This design comes from an exercise in tuning for small area and a short achievable clock period on the open sky130 flow, not from production work.
Only simulation tests tie the RTL to the original design; equivalence was not proved.
No activity file was given, so power comes from the tool's default toggle rates.

`flow/config.mk`:
```
export PLATFORM = sky130hd
export DESIGN_NAME = antibuee_proto
export DESIGN_NICKNAME = antibuee_proto
export VERILOG_FILES = /design/flow/design.v
export SDC_FILE = /design/flow/constraint.sdc
export NUM_CORES = 4
export LEC_CHECK = 0
export CAP_MARGIN = 20
export CORE_MARGIN = 2
export CORE_UTILIZATION = 40
export PLACE_DENSITY = 0.5
export SLEW_MARGIN = 20
```
`flow/constraint.sdc`:
```
create_clock -name core_clock -period 12.0 [get_ports {clk}]
set_input_delay 2.4000 -clock core_clock [delete_from_list [all_inputs] [get_ports {clk}]]
set_output_delay 2.4000 -clock core_clock [all_outputs]
set_load 0.01 [all_outputs]
```
`flow/design.v`:
```
module antibuee_proto (
    input              clk,
    input              rst,           
    input              ev_valid,
    input      [2:0]   ev_kind,       
    input      [7:0]   ev_op,         
    input      [7:0]   ev_data,       
    input              ev_wr_ok,      
    output reg         resp_valid,
    output reg [1:0]   resp_code,     
    output reg         tx_valid,
    output reg         tx_two,
    output     [7:0]   tx_b0,
    output reg [7:0]   tx_b1,
    output reg         ack_valid,
    output     [7:0]   ack_cmd,
    output             ack_success,
    output reg [3:0]   ack_reason,
    output reg         unk_valid,
    output     [6:0]   raw_len,
    output     [511:0] raw_bytes,
    output reg         stat_valid,
    output     [223:0] stat_m,
    output     [29:0]  stat_s,
    output     [15:0]  stat_ts,
    output reg         terr_valid,
    output     [7:0]   terr_op,
    output reg         conn_valid,
    output             conn_state
);
    localparam [2:0] EV_ISSUE = 3'd0, EV_RX = 3'd1, EV_TICK = 3'd2,
                     EV_CONNECT = 3'd3, EV_DISCONNECT = 3'd4;
    localparam [1:0] ST_IDLE = 2'd0, ST_BOOT = 2'd1, ST_AWAIT = 2'd2;
    localparam [1:0] PH_START = 2'd0, PH_DATA = 2'd1, PH_ACK = 2'd2;
    localparam [1:0] R_ACCEPTED = 2'd0, R_INVALID = 2'd1, R_BUSY = 2'd2, R_TRANSPORT = 2'd3;
    localparam [3:0] RS_ACK = 4'd0, RS_HELLO_OLD = 4'd1, RS_HELLO_FIRST = 4'd2,
                     RS_STATUS = 4'd3, RS_TIMEOUT = 4'd4, RS_NAK = 4'd5,
                     RS_MALFORMED = 4'd6, RS_OVERFLOW = 4'd8;
    localparam [3:0] OPL_HELLO = 4'h0, OPL_STATUS = 4'h8;
    reg        connected;
    reg [1:0]  state;
    reg        boot2;         
    reg [3:0]  acnt;          
    reg [2:0]  bcnt;          
    reg [15:0] now;
    reg [3:0]  cmd;           
    reg [1:0]  phase;
    reg [6:0]  len_q;         
    reg        len_clr;       
    wire [6:0] len = len_clr ? 7'd0 : len_q;
    reg [7:0]  buf_mem [0:63];
    reg        sf_stat;       
    reg        sf_ok;         
    reg [2:0]  sf_idx;        
    reg        sf_neg;        
    reg [1:0]  sf_fst;        
    reg        sf_shp;        
    reg        sf_pdv;        
    reg [31:0] fm [0:6];      
    reg [5:0]  fs [0:4];      
    genvar gi;
    generate
        for (gi = 0; gi < 64; gi = gi + 1) begin : g_raw
            assign raw_bytes[8*gi +: 8] = buf_mem[gi];
        end
        for (gi = 0; gi < 7; gi = gi + 1) begin : g_m
            assign stat_m[32*gi +: 32] = fm[gi];
        end
        for (gi = 0; gi < 5; gi = gi + 1) begin : g_s
            assign stat_s[6*gi +: 6] = fs[gi];
        end
    endgenerate
    assign stat_ts     = now;
    assign raw_len     = len_q;
    assign conn_state  = connected;
    assign ack_success = ~ack_reason[3] & ~ack_reason[2];
    assign ack_cmd     = {4'h3, cmd};
    assign tx_b0       = {4'h3, cmd};
    assign terr_op     = {4'h3, cmd};
    function [7:0] full_enc(input [6:0] p);
        begin
            case (p)
                7'd0: full_enc = 8'd0;
                7'd1: full_enc = 8'd2;
                7'd2: full_enc = 8'd5;
                7'd3: full_enc = 8'd7;
                7'd4: full_enc = 8'd10;
                7'd5: full_enc = 8'd12;
                7'd6: full_enc = 8'd15;
                7'd7: full_enc = 8'd17;
                7'd8: full_enc = 8'd20;
                7'd9: full_enc = 8'd22;
                7'd10: full_enc = 8'd25;
                7'd11: full_enc = 8'd28;
                7'd12: full_enc = 8'd30;
                7'd13: full_enc = 8'd33;
                7'd14: full_enc = 8'd35;
                7'd15: full_enc = 8'd38;
                7'd16: full_enc = 8'd40;
                7'd17: full_enc = 8'd43;
                7'd18: full_enc = 8'd45;
                7'd19: full_enc = 8'd48;
                7'd20: full_enc = 8'd51;
                7'd21: full_enc = 8'd53;
                7'd22: full_enc = 8'd56;
                7'd23: full_enc = 8'd58;
                7'd24: full_enc = 8'd61;
                7'd25: full_enc = 8'd63;
                7'd26: full_enc = 8'd66;
                7'd27: full_enc = 8'd68;
                7'd28: full_enc = 8'd71;
                7'd29: full_enc = 8'd73;
                7'd30: full_enc = 8'd76;
                7'd31: full_enc = 8'd79;
                7'd32: full_enc = 8'd81;
                7'd33: full_enc = 8'd84;
                7'd34: full_enc = 8'd86;
                7'd35: full_enc = 8'd89;
                7'd36: full_enc = 8'd91;
                7'd37: full_enc = 8'd94;
                7'd38: full_enc = 8'd96;
                7'd39: full_enc = 8'd99;
                7'd40: full_enc = 8'd102;
                7'd41: full_enc = 8'd104;
                7'd42: full_enc = 8'd107;
                7'd43: full_enc = 8'd109;
                7'd44: full_enc = 8'd112;
                7'd45: full_enc = 8'd114;
                7'd46: full_enc = 8'd117;
                7'd47: full_enc = 8'd119;
                7'd48: full_enc = 8'd122;
                7'd49: full_enc = 8'd124;
                7'd50: full_enc = 8'd127;
                7'd51: full_enc = 8'd130;
                7'd52: full_enc = 8'd132;
                7'd53: full_enc = 8'd135;
                7'd54: full_enc = 8'd137;
                7'd55: full_enc = 8'd140;
                7'd56: full_enc = 8'd142;
                7'd57: full_enc = 8'd145;
                7'd58: full_enc = 8'd147;
                7'd59: full_enc = 8'd150;
                7'd60: full_enc = 8'd153;
                7'd61: full_enc = 8'd155;
                7'd62: full_enc = 8'd158;
                7'd63: full_enc = 8'd160;
                7'd64: full_enc = 8'd163;
                7'd65: full_enc = 8'd165;
                7'd66: full_enc = 8'd168;
                7'd67: full_enc = 8'd170;
                7'd68: full_enc = 8'd173;
                7'd69: full_enc = 8'd175;
                7'd70: full_enc = 8'd178;
                7'd71: full_enc = 8'd181;
                7'd72: full_enc = 8'd183;
                7'd73: full_enc = 8'd186;
                7'd74: full_enc = 8'd188;
                7'd75: full_enc = 8'd191;
                7'd76: full_enc = 8'd193;
                7'd77: full_enc = 8'd196;
                7'd78: full_enc = 8'd198;
                7'd79: full_enc = 8'd201;
                7'd80: full_enc = 8'd204;
                7'd81: full_enc = 8'd206;
                7'd82: full_enc = 8'd209;
                7'd83: full_enc = 8'd211;
                7'd84: full_enc = 8'd214;
                7'd85: full_enc = 8'd216;
                7'd86: full_enc = 8'd219;
                7'd87: full_enc = 8'd221;
                7'd88: full_enc = 8'd224;
                7'd89: full_enc = 8'd226;
                7'd90: full_enc = 8'd229;
                7'd91: full_enc = 8'd232;
                7'd92: full_enc = 8'd234;
                7'd93: full_enc = 8'd237;
                7'd94: full_enc = 8'd239;
                7'd95: full_enc = 8'd242;
                7'd96: full_enc = 8'd244;
                7'd97: full_enc = 8'd247;
                7'd98: full_enc = 8'd249;
                7'd99: full_enc = 8'd252;
                7'd100: full_enc = 8'd255;
                default: full_enc = 8'bx;
            endcase
        end
    endfunction
    wire [7:0] b        = ev_data;
    wire       is_issue = ev_valid && (ev_kind == EV_ISSUE);
    wire       is_rx    = ev_valid && (ev_kind == EV_RX);
    wire       is_tick  = ev_valid && (ev_kind == EV_TICK);
    wire       is_conn  = ev_valid && (ev_kind == EV_CONNECT);
    wire       is_disc  = ev_valid && (ev_kind == EV_DISCONNECT);
    wire [7:0] p = ev_data;
    wire p_le9   = ~|p[7:4] & (~p[3] | ~|p[2:1]);
    wire p_le100 = ~p[7] & (~p[6] | ~p[5] | (~p[4] & ~p[3] & (~p[2] | ~|p[1:0])));
    reg enc_ok;
    always @(*) begin
        case (ev_op)
            8'h30, 8'h37, 8'h38, 8'h39: enc_ok = 1'b1;
            8'h31, 8'h32:               enc_ok = p_le9;
            8'h36:                      enc_ok = p_le100;
            default:                    enc_ok = 1'b0;
        endcase
    end
    wire st_idle  = (state == ST_IDLE);
    wire st_boot  = (state == ST_BOOT);
    wire st_await = (state == ST_AWAIT);
    wire issue_ok   = is_issue && enc_ok && st_idle && connected && ev_wr_ok;
    wire issue_terr = is_issue && enc_ok && st_idle && !(connected && ev_wr_ok);
    wire cmd_status  = cmd[3] & ~cmd[0];
    wire timeout_due = st_await && (cmd_status ? (&acnt) : (acnt[3] | acnt[2] & (acnt[1] | acnt[0])));
    wire hello_due   = st_boot && !boot2 && (bcnt == 3'd7);
    wire status_due  = st_boot &&  boot2 && (bcnt[2] | &bcnt[1:0]);
    wire auto_due    = is_tick && (hello_due || status_due);
    wire b_marker = (b[7:1] == 7'b0011010);        
    wire b_hash   = (b == 8'h23);
    wire b_minus  = (b == 8'h2D);
    wire b_point  = (b == 8'h2E);
    wire b_digit  = (b[7:4] == 4'h3) && (~b[3] | ~|b[2:1]);
    wire b_open   = (b == 8'h5B);
    wire b_close  = (b == 8'h5D);
    wire overflow = len[6];
    wire rx_sess  = is_rx && st_await;
    wire append   = rx_sess && !overflow;
    wire first    = append && (len == 7'd0);
    wire ph_start = (phase == PH_START);
    wire ph_data  = (phase == PH_DATA);
    wire ph_ack   = (phase == PH_ACK);
    wire complete = append && b_marker && (ph_start || ph_ack);
    wire b0_hello_first = (buf_mem[0] == 8'h30);
    wire b0_hello_old   = (buf_mem[0] == 8'h33);
    wire stat_good      = sf_ok && (sf_idx == 3'd6) && sf_fst[0];
    reg       c_resolve;
    reg [3:0] c_reason;
    always @(*) begin
        c_resolve = 1'b1;
        c_reason  = RS_NAK;
        if (ph_start) begin
            if (len == 7'd0) begin
                c_reason = b[0] ? RS_ACK : RS_NAK;
            end else if (len == 7'd1 && b[0] && b0_hello_first) begin
                c_reason = RS_HELLO_FIRST;
            end else if (len == 7'd1 && b[0] && b0_hello_old) begin
                c_reason = RS_HELLO_OLD;
            end else begin
                c_resolve = 1'b0;
            end
        end else begin
            if (!sf_stat)
                c_resolve = 1'b0;
            else if (!b[0])
                c_reason = RS_NAK;
            else if (stat_good)
                c_reason = RS_STATUS;
            else
                c_reason = RS_MALFORMED;
        end
    end
    wire rx_ovf   = rx_sess && overflow;
    wire tick_to  = is_tick && timeout_due;
    wire resolve  = (complete && c_resolve) || rx_ovf || tick_to;
    wire unknown  = complete && !c_resolve;
    wire pl_char  = append && !first && ph_data && !b_close;
    always @(posedge clk) begin
        resp_valid <= 1'b0;
        tx_valid   <= 1'b0;
        ack_valid  <= 1'b0;
        unk_valid  <= 1'b0;
        stat_valid <= 1'b0;
        terr_valid <= 1'b0;
        conn_valid <= 1'b0;
        tx_b1      <= (ev_op[2] && !ev_kind[0]) ? full_enc(ev_data[6:0]) : {4'h3, ev_data[3:0]};
        resp_code  <= !enc_ok ? R_INVALID :
                      !st_idle ? R_BUSY :
                      !(connected && ev_wr_ok) ? R_TRANSPORT : R_ACCEPTED;
        ack_reason <= tick_to ? RS_TIMEOUT : rx_ovf ? RS_OVERFLOW : c_reason;
        len_q      <= len + {6'd0, append};
        len_clr    <= 1'b0;
        if (!st_await)
            acnt <= 4'd0;
        else if (is_tick)
            acnt <= acnt + 4'd1;
        if (!st_boot || (is_tick && (hello_due || status_due)))
            bcnt <= 3'd0;
        else if (is_tick)
            bcnt <= bcnt + 3'd1;
        if (!st_await)
            cmd <= st_idle ? ev_op[3:0] : boot2 ? OPL_STATUS : OPL_HELLO;
        tx_two <= st_idle & ~ev_op[3] & (ev_op[1] ^ ev_op[0]);
        if (rst) begin
            connected <= 1'b0;
            state     <= ST_IDLE;
            boot2     <= 1'b0;
            now       <= 16'd0;
            phase     <= PH_START;
            len_clr   <= 1'b1;
        end else begin
            if (is_tick)
                now <= now + 16'd1;
            if (is_issue)
                resp_valid <= 1'b1;
            if (issue_ok) begin
                tx_valid <= 1'b1;
                len_clr  <= 1'b1;
                phase    <= PH_START;
                state    <= ST_AWAIT;
            end
            if (issue_terr)
                terr_valid <= 1'b1;
            if (append) begin
                case (phase)
                    PH_START: if (b_open)   phase <= PH_DATA;
                    PH_DATA:  if (b_close)  phase <= PH_ACK;
                    default:  if (!b_close) phase <= PH_DATA;
                endcase
            end
            if (unknown) begin
                unk_valid <= 1'b1;
                len_clr   <= 1'b1;
                phase     <= PH_START;
            end
            if (resolve) begin
                ack_valid <= 1'b1;
                len_clr   <= 1'b1;
                phase     <= PH_START;
                if (complete && c_resolve && ph_ack && sf_stat && b[0] && stat_good)
                    stat_valid <= 1'b1;
                if (boot2) begin
                    state <= ST_BOOT;
                end else begin
                    state <= ST_IDLE;
                end
            end
            if (auto_due) begin
                if (ev_wr_ok) begin
                    tx_valid <= 1'b1;
                    len_clr  <= 1'b1;
                    phase    <= PH_START;
                    state    <= ST_AWAIT;
                    boot2    <= hello_due;
                end else begin
                    terr_valid <= 1'b1;
                    boot2      <= hello_due;
                    if (!hello_due)
                        state <= ST_IDLE;
                end
            end
            if (is_conn && !connected) begin
                connected  <= 1'b1;
                state      <= ST_BOOT;
                boot2      <= 1'b0;
                len_clr    <= 1'b1;
                phase      <= PH_START;
                conn_valid <= 1'b1;
            end
            if (is_disc) begin
                connected  <= 1'b0;
                state      <= ST_IDLE;
                boot2      <= 1'b0;
                len_clr    <= 1'b1;
                phase      <= PH_START;
                if (connected)
                    conn_valid <= 1'b1;
            end
        end
    end
    integer i;
    always @(posedge clk) begin
        for (i = 0; i < 64; i = i + 1)
            if (len == i)
                buf_mem[i] <= b;
    end
    wire [3:0]  sf_pd = tx_b1[3:0];    
    function [31:0] bk_add(input [31:0] a, input [31:0] b);
        reg [31:0] g, p;
        integer l, i;
        begin
            g = a & b;
            p = a ^ b;
            for (l = 1; l < 32; l = l * 2)
                for (i = 2 * l - 1; i < 32; i = i + 2 * l) begin
                    g[i] = g[i] | (p[i] & g[i-l]);
                    p[i] = p[i] & p[i-l];
                end
            for (l = 8; l >= 1; l = l / 2)
                for (i = 3 * l - 1; i < 32; i = i + 2 * l)
                    g[i] = g[i] | (p[i] & g[i-l]);
            bk_add = a ^ b ^ {g[30:0], 1'b0};
        end
    endfunction
    wire [31:0] fm_x8  = {fm[6][28:0], 3'b000};
    wire [31:0] fm_x2  = {fm[6][30:0], 1'b0};
    wire [31:0] fm_d   = {{28{sf_neg}}, sf_pd ^ {4{sf_neg}}};
    wire [31:0] fm_cs  = fm_x8 ^ fm_x2 ^ fm_d;
    wire [31:0] fm_cc  = (fm_x8 & fm_x2) | (fm_x8 & fm_d) | (fm_x2 & fm_d);
    wire [31:0] fm_add = bk_add(fm_cs, {fm_cc[30:0], sf_neg});
    wire        fs_shift = sf_shp && ~(sf_idx[2] & (sf_idx[1] | sf_idx[0]));
    always @(posedge clk) begin
        sf_shp <= 1'b0;
        sf_pdv <= 1'b0;
        if (first) begin
            sf_stat <= b_open;
            sf_ok   <= 1'b1;
            sf_idx  <= 3'd0;
            sf_neg  <= 1'b0;
            sf_fst  <= 2'b00;
        end else if (append && ph_ack && !b_marker) begin
            sf_ok <= 1'b0;
        end else if (pl_char) begin
            if (b_hash) begin
                if (!sf_fst[0] || sf_idx == 3'd6)
                    sf_ok <= 1'b0;
                sf_idx <= sf_idx + 3'd1;
                sf_neg <= 1'b0;
                sf_fst <= 2'b00;
                sf_shp <= 1'b1;
            end else if (b_minus) begin
                if (sf_fst != 2'b00 || sf_neg)
                    sf_ok <= 1'b0;
                sf_neg <= 1'b1;
            end else if (b_point) begin
                if (sf_fst != 2'b01 || (sf_idx[2] & (sf_idx[1] | sf_idx[0])))
                    sf_ok <= 1'b0;
                sf_fst <= 2'b10;
            end else if (b_digit) begin
                sf_fst <= {sf_fst[1], 1'b1};
                sf_pdv <= 1'b1;
            end else begin
                sf_ok <= 1'b0;
            end
        end
        if (first) begin
            fm[6] <= 32'd0;
        end else if (sf_shp) begin
            fm[6] <= 32'd0;
        end else if (sf_pdv) begin
            fm[6] <= fm_add;
        end
        if (sf_shp) begin
            fm[0] <= fm[1];
            fm[1] <= fm[2];
            fm[2] <= fm[3];
            fm[3] <= fm[4];
            fm[4] <= fm[5];
            fm[5] <= fm[6];
        end
        if (first || fs_shift)
            fs[4] <= 6'd0;
        else if (pl_char && b_digit && sf_fst[1])
            fs[4] <= fs[4] + 6'd1;
        if (fs_shift) begin
            fs[0] <= fs[1];
            fs[1] <= fs[2];
            fs[2] <= fs[3];
            fs[3] <= fs[4];
        end
    end
endmodule
```
`flow/flow/run.sh`:
```
#!/bin/bash
# Standard ORFS layout, with the port buffers made of the smallest buffer cell,
# clock tree synthesis without dummy loads, and timing repair aiming at a
# shorter period than the constraint (the constraint itself is unchanged).
set -euo pipefail
cd "$(dirname "$0")/.."
export BUFFER_PORTS_ARGS="-buffer_cell sky130_fd_sc_hd__buf_1"
export CTS_ARGS="-sink_clustering_enable -repair_clock_nets -dont_use_dummy_load -buf_list sky130_fd_sc_hd__clkbuf_16 -sink_clustering_size 24 -sink_clustering_max_diameter 100"
export SETUP_SLACK_MARGIN=8.3
bash standard.sh > orfs_make.log 2>&1
```
`flow/standard.sh`:
```
#!/bin/bash
# synth_recipe.tcl (not shown) runs the flow's synth.tcl, then flattens the netlist and writes it again
# the make line also repeats each setting of config.mk as NAME=value (left out here)
make -C /OpenROAD-flow-scripts/flow DESIGN_CONFIG=/design/flow/config.mk WORK_HOME=/design/flow/orfs CLKGATE_MAP_FILE= SYNTH_SCRIPT=/design/flow/synth_recipe.tcl "${@:-finish}"
```
==> flow_summary.ini, run 1 <==
[status]
outcome = finished clean

[global_route]
met1_usage_pct = 29.7
grt_pass1_wl_um = 132000
grt_max_degree = 87
grt_use_met2_pct = 42.5
busiest_layer = met2
track_usage_pct = 23.4
overflow = 0
grt_util_met3_pct = 3.98
grt_pass1_vias = 17600
antenna_found_initial = 2

[critical_path]
critPathSlowestCell = mux4_2
timing_worst_setup_path_type = primary input to flop
critPathTopFamily = compound AO/OA/AOI/OAI gates
worstPathMaxFanout = 9
ff2ff_path_depth = 15
max_stage_delay_ns = 0.48
cp_cell_sequence = buf_6 > inv_4 > ha_4 > inv_1 > o211ai_1 > o21ai_1 > mux4_2 > o22ai_2 > a21oi_1
path_buf_inv = 3
r2r_slack_ns = 8.35
crit_arrival_ns = 4.09
cp.required_ns = 12.42
rr_startpoint = tx_b1[3]
r2r_end = fm[6][31]
critPathCaptureType = flop
critPathLaunchType = primary input

[clocking]
clkSlewWorstSetupHoldPaths_ns = 0.09
cts_root_buffer = clkbuf_16
clock_path_buffers = 3
numCtsBuffers = 41
clock_latency_ns = 0.60
cts-htree-levels = 2
cts_tree = done
clock_sinks = 839
postCtsHoldBufs = 0

[floorplanning]
dieArea_um2 = 77800
die_w_um = 279
die_h_um = 279
rows = 100
io_pins = 860
start_util_pct = 40.5
core-area_um2 = 74700

[finish]
final_area_um2 = 36300
layout_commonest_cell = buf_1
final_cell_mix = buf_1 (810), edfxtp_1 (733), nor2_1 (163)
area_delta_synth_final_pct = 20.1
nets = 2701
drive_above_1_share_pct = 9.06

[sta]
rsz0062_at_grt = yes
timing.final.crit_period_ns = 3.67
worstMarginPinSlew_ns = 1.09
drv_slew = 0
clock.fmax_mhz = 272
max_slew_margin_pct = 27.4
hold_viol = 0
fin_crit_sh_pct = 30.6
fin_tns_setup_ns = 0
setup_violations = 0
clock_skew_ns = 0.0448

[power]
switching_share_pct = 20.5
seqPwrFrac_pct = 65.5
vdd_drop_max_v = 0.0000983
pwr-share-clk_pct = 30.6
power.switching_uw = 987
internal_power_uw = 3840
powerDensity_nw_per_um2 = 133
combPwrFrac_pct = 3.9
p_leak_uw = 0.0119

[routing]
firstDrtPassIters = 5
viasPerCell = 5.13
drc = 0
drt_wl_total_um = 94700
via_count = 18200
drt_iter0_drc = 1572
detail_route.wl_per_cell_um = 26.7
ant_nets = 0

[yosys]
synth_flop_cell = edfxtp_1
muxShareOfSynthArea_pct = 1.70
ys_seq_elements = 839
synth_fa_ha_area_share_pct = 5.33
syn_avg_cell_area_um2 = 17.8
synth.distinct_cells = 82
netlist.area_leader.share_pct = 72.8
synth_top_family_by_area = simple AND/OR/NAND/NOR gates
synth-warning-count = 4
async_flop_share_pct = 0
synthXorXnorAreaFrac_pct = 1.59
ys_top_cells_by_area = edfxtp_1 (73%), dfxtp_1 (7.0%), fa_1 (2.8%), ha_1 (2.5%), nor2_1 (2.0%)
synth-edff-count = 733
syn_inst = 1699
syn_area_um2 = 30200
ys_seq_area_share_pct = 79.8
synth-compound-area-share_pct = 3.41
yosys.area.top_type = edfxtp_1
synth-simple-area-share_pct = 6.33

[placement]
dpl.hpwl_um = 68400
finalWeightedCongestion = 0.845
place_area_um2 = 34600
io_buffers = 847

[worst_hold_path]
min_from = fm[3][17]
hp-class = flop to flop
hold-path-cell-count = 0
hold_end = fm[2][17]

[job]
max_cap_viol_count = 0
[routing by layer]
layer,routed length [um],vias to the layer above,share of wire (%)
li1,-,8001,-
met1,37400,9476,40
met2,50400,615,53
met3,5180,76,5.5
met4,1710,0,1.8
met5,0,-,0
[synthesized netlist by cell type (5+ instances only)]
master,count
nand2_1,63
o21bai_1,5
o21ai_0,42
a21o_1,6
xor2_1,26
nor3_1,15
o21a_1,7
xnor2_1,29
clkbuf_1,27
mux4_2,8
nand2b_1,17
buf_2,12
mux2i_1,31
and3_1,9
nor4_1,5
buf_4,23
ha_1,60
nand4_1,12
fa_1,43
o31ai_1,7
a211oi_1,11
o211ai_1,6
or3_1,6
nor2b_1,17
a21oi_1,36
nor2_1,164
dfxtp_1,106
nand3_1,31
edfxtp_1,733
nand3b_1,5
inv_1,47
and2_1,7
[worst max-delay path by stage]
stage / slack [ns] / endpoint / startpoint / cells after the start
after detailed placement: 6.89 / tx_b1[0] / ev_data[1] / 9
after global placement: 6.93 / tx_b1[2] / ev_data[1] / 9
after global routing: 8.17 / fm[6][31] / tx_b1[3] / 15
final: 8.33 / tx_b1[2] / ev_data[0] / 9
after floorplan: 7.99 / tx_b1[0] / ev_data[1] / 8
after CTS: 8.27 / fm[6][31] / tx_b1[3] / 15
[what timing repair did]
item / 4_1_cts / 5_1_grt
setup buffers: 17 / 7
pin swaps: 12 / 9
cloned: 1 / 0
gates resized for setup: 95 / 48
setup endpoints to repair: 96 / 52
[power by group through the flow]
stage	Sequential, uW	Clock, uW	Combinational [uW]
finish	3160	1470	190
global route	3160	1610	209
CTS	3160	1510	185
detailed placement	3230	0	171
global placement	3230	0	170
floorplan	3230	0	97.8
[worst register-to-register path, stage by stage (launching register included)]
cell	delay [ns]
dfxtp_4	0.38
xor2_2	0.18
fa_1	0.52
ha_4	0.31
o211ai_1	0.08
o21a_2	0.24
a221o_1	0.39
o21ai_4	0.24
a31oi_4	0.14
o41ai_4	0.26
fa_2	0.28
xnor2_2	0.11
xnor2_1	0.15
xnor2_1	0.08
mux2i_1	0.13
nor2_1	0.05
[final cells by class]
class	count	area, um^2
tap	969	1210
fill	6531	38400
multi-input combinational	754	5960
clock buffer	41	1030
sequential	839	24200
inverter	48	190
antenna	1	2.50
timing repair buffer	891	3720
[per-stage QoR]
step                util [%]  setup WS, ns  power [uW]  hold WS, ns  std cells
floorplan                  -          7.99        3330        0.452       1709
finish                  48.6          8.33        4820        0.418       3543
global route            48.6          8.17        4980        0.446       3543
CTS                     48.3          8.27        4860        0.413       3535
detailed placement      46.3          6.89        3400        0.430       3476
global placement        46.3          6.93        3400        0.427       3475
[kinds of logic (layout without fill, tap and decap cells)]
| logic type | after synthesis | after routing |
|---|---|---|
| fa+ha+maj | 103 | 103 |
| xor+xnor | 55 | 55 |
| flops | 839 | 839 |
| simple gates | 384 | 384 |
| compound gates | 159 | 159 |
| other cells | 2 | 13 |
| buf+inv | 116 | 980 |
| mux | 41 | 41 |
[registers in the layout, summed over array words and instances (netlist names), 7 cells and up]
| register | cells |
|---|---|
| fs | 30 |
| buf_mem | 512 |
| tx_b1 | 8 |
| now | 16 |
| fm | 224 |
| len_q | 7 |
==> inputs of run 2 (changes only) <==
==> flow/flow/run.sh (replaced) <==
#!/bin/bash
# Standard ORFS layout, with the port buffers made of the smallest buffer cell,
# clock tree synthesis without dummy loads, and timing repair aiming at a
# shorter period than the constraint (the constraint itself is unchanged).
set -euo pipefail
cd "$(dirname "$0")/.."
export BUFFER_PORTS_ARGS="-buffer_cell sky130_fd_sc_hd__buf_1"
export CTS_ARGS="-sink_clustering_enable -repair_clock_nets -dont_use_dummy_load -buf_list sky130_fd_sc_hd__clkbuf_16 -sink_clustering_size 30 -sink_clustering_max_diameter 120"
export SETUP_SLACK_MARGIN=8.3
bash standard.sh > orfs_make.log 2>&1
--- a/flow/config.mk
+++ b/flow/config.mk
@@ -8,5 +8,4 @@
 export CAP_MARGIN = 20
 export CORE_MARGIN = 2
 export CORE_UTILIZATION = 40
-export PLACE_DENSITY = 0.5
 export SLEW_MARGIN = 20
==> flow_summary.ini, run 2 <==
[yosys]
syn_area_um2 = 30200
yosysMostFrequentCell = edfxtp_1
synth_flop_cell = edfxtp_1
netlist.area_leader.share_pct = 72.8
yosys.area.top_type = edfxtp_1
ys_seq_area_share_pct = 79.8
syn_inst = 1699
async_flop_share_pct = 0
synth-warning-count = 4
synth.distinct_cells = 82
yosys-top-cells-count = edfxtp_1 (733), nor2_1 (164), dfxtp_1 (106)
syn_avg_cell_area_um2 = 17.8
synth-edff-count = 733
ys_top_cells_by_area = edfxtp_1 (73%), dfxtp_1 (7.0%), fa_1 (2.8%), ha_1 (2.5%), nor2_1 (2.0%)
ys_seq_elements = 839

[floorplanning]
rows = 100
core-area_um2 = 74700
io_pins = 860
dieArea_um2 = 77800
start_util_pct = 40.5
die_w_um = 279
die_h_um = 279

[global_route]
grt_util_met3_pct = 4.23
met1_usage_pct = 27.4
track_usage_pct = 21.7
grt_pass1_wl_um = 125000
busiest_layer = met2
antenna_found_initial = 1
overflow = 0
grt_max_degree = 88
grt_pass1_vias = 17600
grt_use_met2_pct = 38.5

[power]
p_leak_uw = 0.0118
vdd_drop_max_v = 0.000104
powerDensity_nw_per_um2 = 130
power_uw = 4730

[clocking]
cts_root_buffer = clkbuf_16
numCtsBuffers = 36
cts-htree-levels = 2
cts_tree = done
postCtsHoldBufs = 0
clock_path_buffers = 3
clock_latency_ns = 0.57
clkSlewWorstSetupHoldPaths_ns = 0.10
clock_sinks = 839

[critical_path]
critPathLaunchType = primary input
timing_worst_setup_path_type = primary input to flop
cp.required_ns = 12.41
critPathCaptureType = flop
worstPathMaxFanout = 8
r2r_slack_ns = 8.32
crit_arrival_ns = 4.20

[sta]
setup_violations = 0
fin_tns_setup_ns = 0
rsz0062_at_grt = yes
fin_crit_sh_pct = 31.5
hold_viol = 0
max_slew_margin_pct = 24.8
timing.final.crit_period_ns = 3.78
hold_slack_ns = 0.382
worstMarginPinSlew_ns = 1.12
drv_slew = 0
clock.fmax_mhz = 264
clock_skew_ns = 0.0696

[worst_hold_path]
hp-class = flop to flop

[finish]
layout_commonest_cell = buf_1
diodes = 0
final_cell_mix = buf_1 (826), edfxtp_1 (733), nor2_1 (163)
nets = 2707
drive_above_1_share_pct = 8.72
fill_cells = 6425
final_util_pct = 48.5
regMostFlops = buf_mem
reg_top3 = buf_mem: 512 flops, fm: 224 flops, fs: 30 flops
area_delta_synth_final_pct = 19.8
largest_reg_flops = 512
final_area_um2 = 36200

[routing]
detail_route.wl_per_cell_um = 25.0
via_count = 18400
drt_wl_total_um = 88600
ant_nets = 0
drc = 0
viasPerCell = 5.17
firstDrtPassIters = 7
drt_iter0_drc = 1486

[placement]
dpl.hpwl_um = 63100
finalWeightedCongestion = 0.909
place_area_um2 = 34500
io_buffers = 847

[job]
max_cap_viol_count = 0

[status]
outcome = finished clean
-- run 2: cell counts after synthesis --
Identical to the previous run, type by type.
-- run 2: metrics by stage --
stage | std cells | worst slack [ns]
floorplan | 1709 | 7.99
global placement | 3473 | 7.06
detailed placement | 3473 | 7.02
CTS | 3529 | 8.30
global route | 3548 | 8.10
finish | 3548 | 8.22
-- run 2: worst paths after layout --
| path | start | end | depth (start not counted) |
|---|---|---|---|
| setup / recovery | ev_data[1] | tx_b1[2] | 10 |
| hold / removal | fm[4][10] | fm[3][10] | 0 |
| setup reg to reg | sf_neg | fm[6][31] | 16 |
| hold reg to reg | fm[4][10] | fm[3][10] | 0 |
-- run 2: area by class of cell --
cell class	instances	area (um^2)	share of cell area [%]
repair buffers	902	3840	10.6
multi-input cells	754	5900	16.3
clock buffers	36	901	2.49
well taps	969	1210	3.34
flip-flops and latches	839	24200	66.8
inverters	48	190	0.525
-- run 2: routing by layer --
layer	up-vias	share of wire [%]
met1	9391	39
met5	-	0
met3	130	6.8
met2	839	52
met4	0	2.6
li1	8000	-
-- run 2: logic make-up after synthesis --
| family | Yosys count | share of synthesized area, % |
|---|---|---|
| AOI/OAI and AO/OA | 159 | 3.41 |
| adders and majority gates | 103 | 5.33 |
| muxes | 41 | 1.70 |
| xor gates and xnor gates | 55 | 1.59 |
| other | 2 | 0.0248 |
| DFF | 839 | 79.8 |
| and+or+nand+nor | 384 | 6.33 |
| buffers and inverters | 116 | 1.83 |
-- run 2: what timing repair did --
item	4_1_cts	5_1_grt
gates cloned	3	1
setup endpoints to repair	90	38
hold endpoints to repair	0	0
buffers inserted	17	18
gates resized for setup	79	41
pin swaps	8	18
-- run 2: power breakdown --
part | internal (uW) | switching [uW] | leakage (uW)
clock | 543 | 830 | 0.000444
sequential | 3160 | 6.80 | 0.00752
combinational | 72.2 | 119 | 0.00386
-- run 2: worst max-delay path, stage by stage --
cell and delay, ns:
clkbuf_16 0.14, clkinvlp_4 0.18, buf_6 0.17, ha_4 0.17, nand2b_1 0.15, o21ai_0 0.11, o21ai_0 0.15, mux4_2 0.50
o22ai_2 0.15, a21oi_1 0.08
==> inputs of run 3 (changes only) <==
==> flow/flow/run.sh (replaced) <==
#!/bin/bash
# Standard ORFS layout, with the port buffers made of the smallest buffer cell,
# clock tree synthesis without dummy loads, and timing repair aiming at a
# shorter period than the constraint (the constraint itself is unchanged).
set -euo pipefail
cd "$(dirname "$0")/.."
export BUFFER_PORTS_ARGS="-buffer_cell sky130_fd_sc_hd__buf_1"
export CTS_ARGS="-sink_clustering_enable -repair_clock_nets -dont_use_dummy_load -buf_list sky130_fd_sc_hd__clkbuf_16 -sink_clustering_size 18 -sink_clustering_max_diameter 80"
export SETUP_SLACK_MARGIN=8.3
bash standard.sh > orfs_make.log 2>&1
==> flow_summary.ini, run 3 <==
[finish]
reg_top3 = buf_mem: 512 flops, fm: 224 flops, fs: 30 flops
largest_reg_flops = 512
final_cell_mix = buf_1 (809), edfxtp_1 (733), nor2_1 (163)
drive_above_1_share_pct = 9.86
diodes = 0
nets = 2724
area_delta_synth_final_pct = 21.4
fill_cells = 6406
layout_commonest_cell = buf_1
regMostFlops = buf_mem
stdcell_count = 3565

[sta]
worstMarginPinSlew_ns = 1.10
max_slew_margin_pct = 26.9
setup_violations = 0
fin_tns_setup_ns = 0
setup_ws_ns = 8.20
hold_slack_ns = 0.444
timing.final.crit_period_ns = 3.80
clock.fmax_mhz = 263
fin_crit_sh_pct = 31.7
clock_skew_ns = 0.0614
drv_slew = 0
rsz0062_at_grt = yes
hold_viol = 0

[job]
max_cap_viol_count = 0

[yosys]
synth_fa_ha_area_share_pct = 5.33
synth_flop_cell = edfxtp_1
syn_avg_cell_area_um2 = 17.8
synthXorXnorAreaFrac_pct = 1.59
yosys.area.top_type = edfxtp_1
muxShareOfSynthArea_pct = 1.70
ys_seq_elements = 839
yosys-top-cells-count = edfxtp_1 (733), nor2_1 (164), dfxtp_1 (106)
yosysMostFrequentCell = edfxtp_1
async_flop_share_pct = 0
synth-simple-area-share_pct = 6.33
synth.distinct_cells = 82
synth-edff-count = 733
synth-warning-count = 4
synth_top_family_by_area = simple AND/OR/NAND/NOR gates
syn_area_um2 = 30200
ys_seq_area_share_pct = 79.8
netlist.area_leader.share_pct = 72.8
ys_top_cells_by_area = edfxtp_1 (73%), dfxtp_1 (7.0%), fa_1 (2.8%), ha_1 (2.5%), nor2_1 (2.0%)
syn_inst = 1699
synth-compound-area-share_pct = 3.41

[power]
power.switching_uw = 1010
vdd_drop_max_v = 0.000112
combPwrFrac_pct = 3.8
pwr-share-clk_pct = 33.6
internal_power_uw = 4030
seqPwrFrac_pct = 62.7
p_leak_uw = 0.0121
switching_share_pct = 20.0
powerDensity_nw_per_um2 = 137

[global_route]
overflow = 0
grt_pass1_wl_um = 125000
grt_pass1_vias = 17700
grt_max_degree = 88
antenna_found_initial = 0
track_usage_pct = 21.8

[critical_path]
critPathLaunchType = primary input
r2r_slack_ns = 8.31
max_stage_delay_ns = 0.46
r2r_end = fm[6][31]
critPathSlowestCell = mux4_2
cp_cell_sequence = clkbuf_16 > clkinvlp_4 > ha_4 > nand2b_4 > o21a_1 > mux4_2 > nor2_1 > a311oi_1 > a211o_1
timing_worst_setup_path_type = primary input to flop
critPathCaptureType = flop
ff2ff_path_depth = 16
rr_startpoint = sf_neg
worstPathMaxFanout = 8
crit_arrival_ns = 4.24
cp.required_ns = 12.44

[routing]
ant_nets = 0
drt_iter0_drc = 1682
drt_wl_total_um = 88200
viasPerCell = 5.16
via_count = 18400
detail_route.wl_per_cell_um = 24.7
drc = 0
firstDrtPassIters = 5

[placement]
dp_slack_ns = 7.02
io_buffers = 847
numPlacedInstances = 3473
dpl.hpwl_um = 63100
finalWeightedCongestion = 0.909

[floorplanning]
start_util_pct = 40.5
io_pins = 860
die_h_um = 279
rows = 100
dieArea_um2 = 77800
die_w_um = 279
core-area_um2 = 74700

[clocking]
numCtsBuffers = 55
clkSlewWorstSetupHoldPaths_ns = 0.07
cts-htree-levels = 2
cts_tree = done
clock_sinks = 839
cts_root_buffer = clkbuf_16
clock_path_buffers = 3
postCtsHoldBufs = 0
clock_latency_ns = 0.61

[worst_hold_path]
hold_end = fm[2][24]
min_from = fm[3][24]
hold-path-cell-count = 0
hp-class = flop to flop

[status]
outcome = finished clean
==> run 3: cell counts after synthesis <==
Identical to the previous run, type by type.
==> run 3: worst max-delay path: cells and delay by family <==
family | cells | cell delay [ns]
AOI/OAI and AO/OA | 3 | 0.42
adders and majority gates | 1 | 0.34
buffers and inverters | 2 | 0.35
muxes | 1 | 0.46
and+or+nand+nor | 2 | 0.25
==> run 3: how the worst max path moves through the flow <==
| stage | to | depth (start not counted) | from | slack, ns |
|---|---|---|---|---|
| after floorplan | tx_b1[0] | 8 | ev_data[1] | 7.99 |
| after global placement | tx_b1[3] | 8 | ev_data[2] | 7.06 |
| after detailed placement | tx_b1[3] | 8 | ev_data[2] | 7.02 |
| after CTS | stat_m[66] | 1 | fm[2][2] | 8.30 |
| after global routing | fm[6][31] | 16 | sf_neg | 8.10 |
| final | tx_b1[0] | 9 | ev_data[1] | 8.20 |
==> run 3: power by group through the flow <==
stage	Combinational (uW)	Sequential, uW	Clock (uW)
finish	190	3160	1690
global route	207	3160	1820
CTS	180	3160	1730
detailed placement	166	3230	0
global placement	162	3230	0
floorplan	97.8	3230	0
==> run 3: cell type report <==
type                            instances  area, um^2  area share (%)
Timing Repair Buffer                  900        3840            10.5
Multi-Input combinational cell        754        5880            16.0
Clock buffer                           55        1380            3.75
Inverter                               48         193           0.525
Tap cell                              969        1210            3.30
Sequential cell                       839       24200            65.9
==> run 3: cell families (layout without fill, tap and decap cells) <==
| logic type | count (synthesis) | in the layout |
|---|---|---|
| XOR/XNOR | 55 | 55 |
| other | 2 | 12 |
| AND/OR/NAND/NOR | 384 | 384 |
| multiplexers | 41 | 41 |
| buffers and inverters | 116 | 1003 |
| flip-flops | 839 | 839 |
| AO/OA/AOI/OAI | 159 | 159 |
| adder cells (fa/ha/maj) | 103 | 103 |
==> run 3: metal layers <==
layer | up-vias | routed length (um) | share of wire (%) | track usage, %
met5 | - | 0 | 0 | 0
met4 | 0 | 2390 | 2.7 | 5.46
met3 | 129 | 6530 | 7.4 | 4.49
met2 | 861 | 45400 | 51 | 38.3
met1 | 9347 | 33900 | 38 | 27.5
li1 | 8046 | - | - | -
==> run 3: per-stage QoR <==
stage	power (uW)	utilization, %	area (um^2)
after floorplan	3330	-	30400
after global placement	3390	46.2	34500
after detailed placement	3400	46.2	34500
after CTS	5070	48.7	36400
after global routing	5190	49.1	36700
final	5050	49.1	36700
==> run 3: repair_timing <==
item                       CTS  global route
buffers inserted            14            20
resized for setup           83            49
pin swaps                    5            16
setup endpoints to repair   97            43
gates cloned                 3             0
hold endpoints to repair     0             0
==> inputs of run 4 (changes only) <==
==> flow/flow/run.sh (replaced) <==
#!/bin/bash
# Standard ORFS layout, with the port buffers made of the smallest buffer cell,
# clock tree synthesis without dummy loads, and timing repair aiming at a
# shorter period than the constraint (the constraint itself is unchanged)
# from placement on.
set -euo pipefail
cd "$(dirname "$0")/.."
export BUFFER_PORTS_ARGS="-buffer_cell sky130_fd_sc_hd__buf_1"
export CTS_ARGS="-sink_clustering_enable -repair_clock_nets -dont_use_dummy_load -buf_list sky130_fd_sc_hd__clkbuf_16 -sink_clustering_size 24 -sink_clustering_max_diameter 100"
bash standard.sh synth floorplan > orfs_make_floorplan.log 2>&1
export SETUP_SLACK_MARGIN=8.3
bash standard.sh > orfs_make.log 2>&1
==> flow_summary.ini, run 4 <==
[status]
outcome = finished clean

[routing]
viasPerCell = 5.15
drc = 0
drt_wl_total_um = 88200
ant_nets = 0
detail_route.wl_per_cell_um = 24.9
drt_iter0_drc = 1538
firstDrtPassIters = 7
via_count = 18300

[critical_path]
r2r_slack_ns = 8.39
startpoint = ev_data[1]
critPathCaptureType = flop
crit_arrival_ns = 4.25
ff2ff_path_depth = 17
timing_worst_setup_path_type = primary input to flop
rr_startpoint = sf_neg
r2r_end = fm[6][31]
worstPathMaxFanout = 8
critPathLaunchType = primary input
cp.required_ns = 12.50

[sta]
fin_crit_sh_pct = 31.3
fin_tns_setup_ns = 0
max_slew_margin_pct = 31.2
worstMarginPinSlew_ns = 1.03
clock.fmax_mhz = 267
rsz0062_at_grt = yes
clock_skew_ns = 0.0814
setup_ws_ns = 8.25
drv_slew = 0
setup_violations = 0
timing.final.crit_period_ns = 3.75
hold_viol = 0

[yosys]
synth-warning-count = 4
synth-simple-area-share_pct = 6.33
syn_inst = 1699
ys_seq_elements = 839
synth-compound-area-share_pct = 3.41
synthXorXnorAreaFrac_pct = 1.59
yosysMostFrequentCell = edfxtp_1
syn_area_um2 = 30200
ys_top_cells_by_area = edfxtp_1 (73%), dfxtp_1 (7.0%), fa_1 (2.8%), ha_1 (2.5%), nor2_1 (2.0%)
netlist.area_leader.share_pct = 72.8
synth_fa_ha_area_share_pct = 5.33
synth.distinct_cells = 82
synth_top_family_by_area = simple AND/OR/NAND/NOR gates
async_flop_share_pct = 0
synth_flop_cell = edfxtp_1
yosys-top-cells-count = edfxtp_1 (733), nor2_1 (164), dfxtp_1 (106)
muxShareOfSynthArea_pct = 1.70
ys_seq_area_share_pct = 79.8
yosys.area.top_type = edfxtp_1
syn_avg_cell_area_um2 = 17.8
synth-edff-count = 733

[global_route]
track_usage_pct = 21.6
grt_max_degree = 92
grt_pass1_vias = 17400
antenna_found_initial = 1
overflow = 0
grt_pass1_wl_um = 123000

[finish]
fill_cells = 6398
register_area_um2 = 24200
regMostFlops = buf_mem
final_area_um2 = 36300
nets = 2704
layout_commonest_cell = buf_1
multi_input_area_um2 = 5830
drive_above_1_share_pct = 8.81
area_delta_synth_final_pct = 19.9
reg_top3 = buf_mem: 512 flops, fm: 224 flops, fs: 30 flops
largest_reg_flops = 512
diodes = 0
final_cell_mix = buf_1 (809), edfxtp_1 (733), nor2_1 (162)

[floorplanning]
io_pins = 860
die_h_um = 279
die_w_um = 279
dieArea_um2 = 77800
core-area_um2 = 74700
rows = 100
start_util_pct = 40.5

[job]
max_cap_viol_count = 0

[worst_hold_path]
hold_end = fs[2][0]
hp-class = flop to flop
hold-path-cell-count = 0
min_from = fs[3][0]

[placement]
dpl.hpwl_um = 63800
finalWeightedCongestion = 0.873
io_buffers = 847
dp_slack_ns = 7.03
place_area_um2 = 34500

[clocking]
postCtsHoldBufs = 0
cts-htree-levels = 2
clkSlewWorstSetupHoldPaths_ns = 0.10
clock_sinks = 839
cts_root_buffer = clkbuf_16
clock_latency_ns = 0.60
cts_tree = done
numCtsBuffers = 43
clock_path_buffers = 3

[power]
power.switching_uw = 974
seqPwrFrac_pct = 65.4
internal_power_uw = 3860
powerDensity_nw_per_um2 = 133
combPwrFrac_pct = 3.8
power_uw = 4840
pwr-share-clk_pct = 30.9
switching_share_pct = 20.1
vdd_drop_max_v = 0.000103
p_leak_uw = 0.0119
## run 4: kinds of logic (layout without fill, tap and decap cells)
kind of cell,after synthesis,count (layout)
flip-flops,839,839
AND/OR/NAND/NOR,384,384
AO/OA/AOI/OAI,159,159
buffers and inverters,116,983
adder cells (fa/ha/maj),103,103
XOR/XNOR,55,55
multiplexers,41,41
other,2,12
## run 4: metal layers
metal | up-vias | part of all wire [%] | track usage (%) | wire (um)
met1 | 9287 | 39 | 27.2 | 34300
met5 | - | 0.045 | 0.375 | 40
li1 | 7999 | - | - | -
met4 | 2 | 3.9 | 8.01 | 3450
met2 | 825 | 50 | 36.8 | 44100
met3 | 152 | 7.2 | 4.76 | 6310
## run 4: worst max-delay path by stage
stage | to | slack, ns | depth (start not counted)
finish | tx_b1[0] | 8.25 | 10
global route | tx_b1[0] | 8.21 | 10
CTS | tx_b1[0] | 8.20 | 10
detailed placement | tx_b1[0] | 7.03 | 9
global placement | tx_b1[0] | 7.05 | 9
floorplan | fs[4][0] | 5.98 | 4
## run 4: what timing repair did
action,in CTS,in global routing
pin swaps,13,11
gates resized for setup,91,58
endpoints found under the setup margin,88,69
cloned,1,0
buffers inserted,16,7
## run 4: worst max-delay path: stages
cell and delay [ns]:
clkbuf_16 0.13, clkinvlp_4 0.10, buf_4 0.15, ha_4 0.27
nand2b_4 0.16, o21a_1 0.14, mux4_2 0.48, nor2_2 0.11
a311oi_1 0.06, a211o_1 0.24
## run 4: cell type report
cell class                 instances  share of cell area (%)
multi-input combinational        754                    16.1
clock buffer                      43                    2.97
inverter                          48                   0.518
timing repair buffer             892                    10.3
sequential                       839                    66.8
tap                              969                    3.34
## run 4: stage by stage
stage	hold WS (ns)	instances	utilization (%)
6_report	0.429	3545	48.5
4_1_cts	0.429	3538	48.2
3_5_place_dp	0.431	3478	46.2
3_3_place_gp	0.430	3478	46.2
5_1_grt	0.438	3545	48.5
2_1_floorplan	0.452	1709	-
## run 4: power by group through the flow
stage               Sequential [uW]  Combinational, uW  Clock [uW]
finish                         3160                182        1490
global route                   3160                199        1620
CTS                            3160                172        1520
detailed placement             3230                164           0
global placement               3230                161           0
floorplan                      3230               94.6           0
==> inputs of run 5 (changes only) <==
==> flow/run.sh (new file) <==
#!/bin/bash
# synth_recipe.tcl (not shown) runs the flow's synth.tcl, then flattens the netlist and writes it again
# the make line also repeats each setting of config.mk as NAME=value (left out here)
make -C /OpenROAD-flow-scripts/flow DESIGN_CONFIG=/design/flow/config.mk WORK_HOME=/design/flow/orfs CLKGATE_MAP_FILE= SYNTH_SCRIPT=/design/flow/synth_recipe.tcl finish
--- a/flow/config.mk
+++ b/flow/config.mk
@@ -8,4 +8,5 @@
 export CAP_MARGIN = 20
 export CORE_MARGIN = 2
 export CORE_UTILIZATION = 40
+export SETUP_SLACK_MARGIN = 5
 export SLEW_MARGIN = 20
removed: flow/flow/run.sh
removed: flow/standard.sh
==> flow_summary.ini, run 5 <==
[critical_path]
critPathLaunchType = flop
max_stage_delay_ns = 1.06
r2r_slack_ns = 7.26
ff2ff_path_depth = 15
rr_startpoint = sf_neg
crit_arrival_ns = 5.25
critPathCaptureType = flop
timing_worst_setup_path_type = flop to flop
worstPathMaxFanout = 35
crit_path_frequent_cell = xnor2_1
cp.required_ns = 12.50
r2r_end = fm[6][31]
critPathSlowestCell = dfxtp_2
cp_cell_sequence = xor2_1 > fa_1 > ha_1 > o211ai_1 > o21a_1 > a221o_1 > o21ai_2 > a31oi_2 > o41ai_2 > fa_1 > xnor2_1 > xnor2_1 > xnor2_1 > mux2i_1 > nor2_1

[finish]
drive_above_1_share_pct = 6.95
area_delta_synth_final_pct = 40.7
largest_reg_flops = 512
final_cell_mix = clkdlybuf4s50_1 (839), edfxtp_1 (733), nor2_1 (161)
regMostFlops = buf_mem
reg_top3 = buf_mem: 512 flops, fm: 224 flops, fs: 30 flops
diodes = 0
layout_commonest_cell = clkdlybuf4s50_1
nets = 2717

[yosys]
syn_area_um2 = 30200
yosysMostFrequentCell = edfxtp_1
ys_seq_area_share_pct = 79.8
synth-warning-count = 4
synth-compound-area-share_pct = 3.41
synth.distinct_cells = 82
synth_top_family_by_area = simple AND/OR/NAND/NOR gates
yosys.area.top_type = edfxtp_1
ys_seq_elements = 839
yosys-top-cells-count = edfxtp_1 (733), nor2_1 (164), dfxtp_1 (106)
muxShareOfSynthArea_pct = 1.70
synth-edff-count = 733
syn_avg_cell_area_um2 = 17.8
synth-simple-area-share_pct = 6.33
synth_fa_ha_area_share_pct = 5.33
synth_flop_cell = edfxtp_1
ys_top_cells_by_area = edfxtp_1 (73%), dfxtp_1 (7.0%), fa_1 (2.8%), ha_1 (2.5%), nor2_1 (2.0%)
syn_inst = 1699
netlist.area_leader.share_pct = 72.8
synthXorXnorAreaFrac_pct = 1.59
async_flop_share_pct = 0

[clocking]
post-cts-setup-buffers = 0
cts_root_buffer = clkbuf_16
cts_resized = 0
clock_sinks = 839
cts-htree-levels = 3
clkSlewWorstSetupHoldPaths_ns = 0.06
clock_path_buffers = 3
clock_latency_ns = 0.64
numCtsBuffers = 86
cts_tree = done
postCtsHoldBufs = 0

[power]
powerDensity_nw_per_um2 = 141
power_uw = 6010
p_leak_uw = 0.0147
vdd_drop_max_v = 0.000136

[sta]
max_slew_margin_pct = 25.9
rsz0062_at_grt = no
drv_slew = 0
setup_violations = 0
hold_viol = 0
timing.final.crit_period_ns = 4.74
clock.fmax_mhz = 211
worstMarginPinSlew_ns = 1.11
fin_crit_sh_pct = 39.5
clock_skew_ns = 0.0400
setup_ws_ns = 7.26
fin_tns_setup_ns = 0

[status]
outcome = finished clean

[placement]
dp_slack_ns = 6.91
io_buffers = 847
dpl.hpwl_um = 70200
finalWeightedCongestion = 0.866

[global_route]
track_usage_pct = 24.0
antenna_found_initial = 0
grt_max_degree = 85
grt_pass1_vias = 18000
grt_pass1_wl_um = 135000
overflow = 0

[worst_hold_path]
hp-class = flop to flop
hold-path-cell-count = 0
hold_end = fm[3][1]
min_from = fm[4][1]

[floorplanning]
die_w_um = 279
io_pins = 860
dieArea_um2 = 77800
rows = 100
core-area_um2 = 74700
die_h_um = 279
start_util_pct = 40.5

[routing]
ant_nets = 0
firstDrtPassIters = 5
drt_iter0_drc = 1619
viasPerCell = 5.09
detail_route.wl_per_cell_um = 26.5
drt_wl_total_um = 96300
drc = 0
via_count = 18500

[job]
max_cap_viol_count = 0
## run 5: cell counts after synthesis
No cell type changed its count.
## run 5: cell families (layout without fill, tap and decap cells)
logic type,after synthesis,in the layout
flops,839,839
xor+xnor,55,55
fa+ha+maj,103,103
compound gates,159,159
other cells,2,12
simple gates,384,384
mux,41,41
buf+inv,116,1069
## run 5: area by class of cell
type                       instances  area (um^2)
fill                            5747        32100
inverter                          48          180
timing repair buffer             862         8560
tap                              969         1210
clock buffer                     109         2330
sequential                       839        24100
multi-input combinational        754         5620
clock inverter                    50          519
## run 5: where the power goes
part,switching (uW),internal (uW)
Sequential,6.76,3160
Combinational,113,66.2
Clock,1140,1520
Total,1260,4750
## run 5: worst max path at each step
stage | end | depth (start not counted) | slack, ns | start
after detailed placement | fs[4][1] | 8 | 6.91 | ev_data[4]
after floorplan | fs[4][0] | 4 | 5.98 | sf_shp
after global placement | fs[4][1] | 8 | 6.98 | ev_data[4]
after CTS | fm[6][31] | 15 | 7.28 | sf_neg
final | fm[6][31] | 15 | 7.26 | sf_neg
after global routing | fm[6][31] | 15 | 6.92 | sf_neg
## run 5: worst max-delay path: cells and delay by family (launching register included)
kind            cells  cell delay (ns)
mux                 1             0.13
flops               1             1.06
fa+ha+maj           3             1.07
simple gates        1             0.05
xor+xnor            4             0.64
compound gates      6             1.67
## run 5: per-layer routing
layer	up-vias	track usage, %	share of wire, %
li1	8130	-	-
met1	9428	29.6	39
met2	778	41.6	51
met3	133	5.72	6.8
met4	0	8.04	3.0
met5	-	0	0
## run 5: stage by stage
| stage | cell area (um^2) | std cells | hold WS (ns) | util [%] |
|---|---|---|---|---|
| 2_1_floorplan | 30300 | 1709 | 0.452 | - |
| 3_3_place_gp | 39700 | 3472 | 0.432 | 53.2 |
| 3_5_place_dp | 39700 | 3472 | 0.433 | 53.2 |
| 4_1_cts | 42600 | 3631 | 0.429 | 57.0 |
| 5_1_grt | 42600 | 3631 | 0.443 | 57.0 |
| 6_report | 42600 | 3631 | 0.427 | 57.0 |

## static timing again, ports no longer ideal
The flow's constraints put no driver on any port. The routed layouts listed below were extracted and timed again, unchanged, in two steps.
Step 1, drivers: a clkbuf_16 drives clk and a buf_2 each remaining input, both assumed.
Step 2 moves the port delays by t, midway between the first and last clock arrival at a register: inputs arrive t later, outputs are due t later. That takes back most of the time a late clock gives input paths.
Three values: ideal, step 1, step 2; two values: the first two.
run | shift t [ns] | setup WS [ns] | latest minus earliest clock arrival (ns) | worst register clock-pin slew, ns | worst data-port slew with drivers (ns)
run 1 | 0.640 | 8.328 / 8.143 / 7.503 | 0.050 / 0.050 | 0.10 / 0.10 | 0.28
run 2 | 0.609 | 8.217 / 8.099 / 7.489 | 0.092 / 0.091 | 0.12 / 0.12 | 0.20
run 3 | 0.651 | 8.200 / 8.084 / 7.433 | 0.069 / 0.069 | 0.08 / 0.08 | 0.17
run 4 | 0.621 | 8.249 / 8.231 / 7.637 | 0.083 / 0.083 | 0.10 / 0.10 | 0.10
run 5 | 0.686 | 7.260 / 7.260 / 6.877 | 0.050 / 0.050 | 0.06 / 0.06 | 0.03
After both steps every run listed still meets setup and hold. The setup slack of run 1, which loses most, moves by -0.185 ns with the drivers and by -0.825 ns with both steps.
